Source: an optimization exercise on an open RTL-to-GDS flow (aim: small area, a short achievable clock period and few clock cycles). Production flows keep margins and buffers that such runs may drop. Only simulation tests tie the RTL to the original design; equivalence was not proved. No activity file was given, so power comes from the tool's default toggle rates.

// adb_kbd_translator
module adb_kbd_translator (
    input  wire        clk,
    input  wire        rst_n,         
    input  wire        in_valid,
    output wire        in_ready,
    input  wire        in_clear,      
    input  wire [7:0]  in_len,        
    input  wire [63:0] in_data,       
    output wire        ev_valid,
    input  wire        ev_ready,
    output wire [7:0]  ev_data,
    output reg  [31:0] short_count
);
Size in the first run: ~1600 cells after synthesis, ~160 flip-flops.
Settings: LEC_CHECK=0, CAP_MARGIN=20, CORE_MARGIN=2, CORE_UTILIZATION=40, CTS_BUF_LIST=sky130_fd_sc_hd__clkbuf_4 sky130_fd_sc_hd__clkbuf_8, SETUP_SLACK_MARGIN=4.3, SLEW_MARGIN=20; clock period 8.0 ns.
standard.sh (not shown) runs the stock make flow with config.mk's settings and CLKGATE_MAP_FILE= SYNTH_SCRIPT=/design/flow/synth_recipe.tcl, a recipe that flattens the netlist after the stock synthesis.
==> flow/flow/run.sh <==
#!/bin/bash
# Standard layout, with plain buf_2 cells as the port buffers instead of the
# cell buffer_ports picks by default. Make's output goes to flow_make.log.
set -euo pipefail
export BUFFER_PORTS_ARGS="-buffer_cell sky130_fd_sc_hd__buf_2"
bash standard.sh > flow_make.log 2>&1
Testbench counts at the start, summed over its fixed seeds: cycles 2,446.
Then changed:
- SETUP_SLACK_MARGIN: 4.3 -> 4.5
Effect: Routed wire length came out lower by 0.48%. Total power came out lower by 3.1%. Critical path depth came out lower by 1. Design area came out higher by about 0.7%. Worst hold slack is better by 0.0049 ns.

## run 1
Another version of the RTL of adb_kbd_translator (not shown whole).
For scale: about 1,500 cells after synthesis, about 170 flip-flops, roughly 120 I/O pins, about 13,000 um2 of cells after synthesis.
export LEC_CHECK = 0
export CAP_MARGIN = 20
export CORE_MARGIN = 2
export CORE_UTILIZATION = 40
export CTS_BUF_LIST = sky130_fd_sc_hd__clkbuf_8
export SETUP_SLACK_MARGIN = 4.9
export SLEW_MARGIN = 20
create_clock -name core_clock -period 8.0 [get_ports {clk}]
Scripts as last shown in full above: flow/flow/run.sh
Testbench counts of run 1, summed over its fixed seeds: cycles 2,446.
Here is what was changed in the inputs of run 2 compared with run 1.
- SETUP_SLACK_MARGIN now 4.8, was 4.9
### Flow results
Taking run 1 as the reference, in run 2 post-DP HPWL fell by about 1.1%, length of routed met3 wiring fell by about 5.6%, critical path required time fell by 0.15 ns, internal power contribution fell by about 2.7%.
On number of resized instances in the post-cts repair step, the lower figure sits with run 2, not run 1.
When the final numbers for run 1 and run 2 were put side by side, the headroom to the max-slew limit turned out to be greater in run 2.
Input changes introduced in run 3 (baseline for comparison: run 2):
- swapping 40 for 50 in CORE_UTILIZATION
- swapping 4.8 for 4.7 in SETUP_SLACK_MARGIN
- swapping sky130_fd_sc_hd__clkbuf_8 for sky130_fd_sc_hd__clkbuf_8 sky130_fd_sc_hd__clkbuf_16 in CTS_BUF_LIST
==> comparison <==
Diff run 2 -> run 3: total routing resource utilization after global routing up 5.3 points; fmax fell by 2.8%; combinational cell fraction of total power fell by 4.1 points; global-route track usage on met2 grew by 8.3 points; sequential share of layout area stayed essentially flat. Looking at start point of the critical path, the in_len[6] result is from run 3; the cur_keys[16]$_SDFFE_PN0P_ one comes from run 2. Looking only at total routed wirelength, and setting everything else aside, the lower value of run 2 and run 3 goes to run 3. Higher met3 wire length was reported by run 3, not run 2.
Changes in run 4 relative to run 3:
- CTS_BUF_LIST now sky130_fd_sc_hd__clkbuf_8, was sky130_fd_sc_hd__clkbuf_8 sky130_fd_sc_hd__clkbuf_16
- CORE_UTILIZATION now 40, was 50
==> comparison <==
Re share of the clock period used by the worst path: run 3 and run 4 aren't equal, and the lower value belongs to run 4. Where floorplan die area is concerned, run 3 is better than run 4. Run 3 and run 4 ended up with nearly the same share of the synthesized netlist area taken by xor and xnor gates.
--- input diff run 4..run 5 ---
- TNS_END_PERCENT newly set to 0
## What came out
Wire length: run 5 vs run 4, no meaningful difference. Between run 5 and run 4, the part of the total power dissipated in combinational logic is higher for run 4. Compared with run 4, in run 5 worst endpoint required time ~0 delta, cell-internal power increased about 1.5%.

==> what the ideal ports hide <==
How much do the figures lean on ideal ports? The routed layouts below were timed once more, with nothing changed but the port constraints.
Step 1 assumes that a clkbuf_16 drives the clock port and a buf_2 every other input.
Step 2 times the ports against the registers' clock, not the clock port: input delays grow and output delays shrink by t, the midpoint of the rising clock arrivals with the driver on.
Three values: ideal, step 1, step 2; two values: the first two.
run | shift t [ns] | setup slack, ns | worst hold slack (ns) | worst slew at a driven data input, ns
the first run of note 1 | 0.530 | 4.297 / 4.297 / 3.873 | 0.513 / 0.513 / 0.513 | 0.05
the second run of note 1 | 0.516 | 4.362 / 4.362 / 4.057 | 0.518 / 0.518 / 0.518 | 0.05
run 1 | 0.528 | 4.869 / 4.875 / 4.347 | 0.564 / 0.564 / 0.564 | 0.07
run 2 | 0.521 | 4.791 / 4.791 / 4.298 | 0.565 / 0.565 / 0.565 | 0.06
run 3 | 0.477 | 4.700 / 4.731 / 4.254 | 0.547 / 0.547 / 0.547 | 0.06
run 4 | 0.550 | 4.753 / 4.783 / 4.234 | 0.560 / 0.560 / 0.560 | 0.07
run 5 | 0.538 | 4.610 / 4.635 / 4.097 | 0.562 / 0.562 / 0.562 | 0.06
After both steps every run listed still meets setup and hold. The setup slack of run 1, which loses most, moves by +0.006 ns with the drivers and by -0.522 ns with both steps.
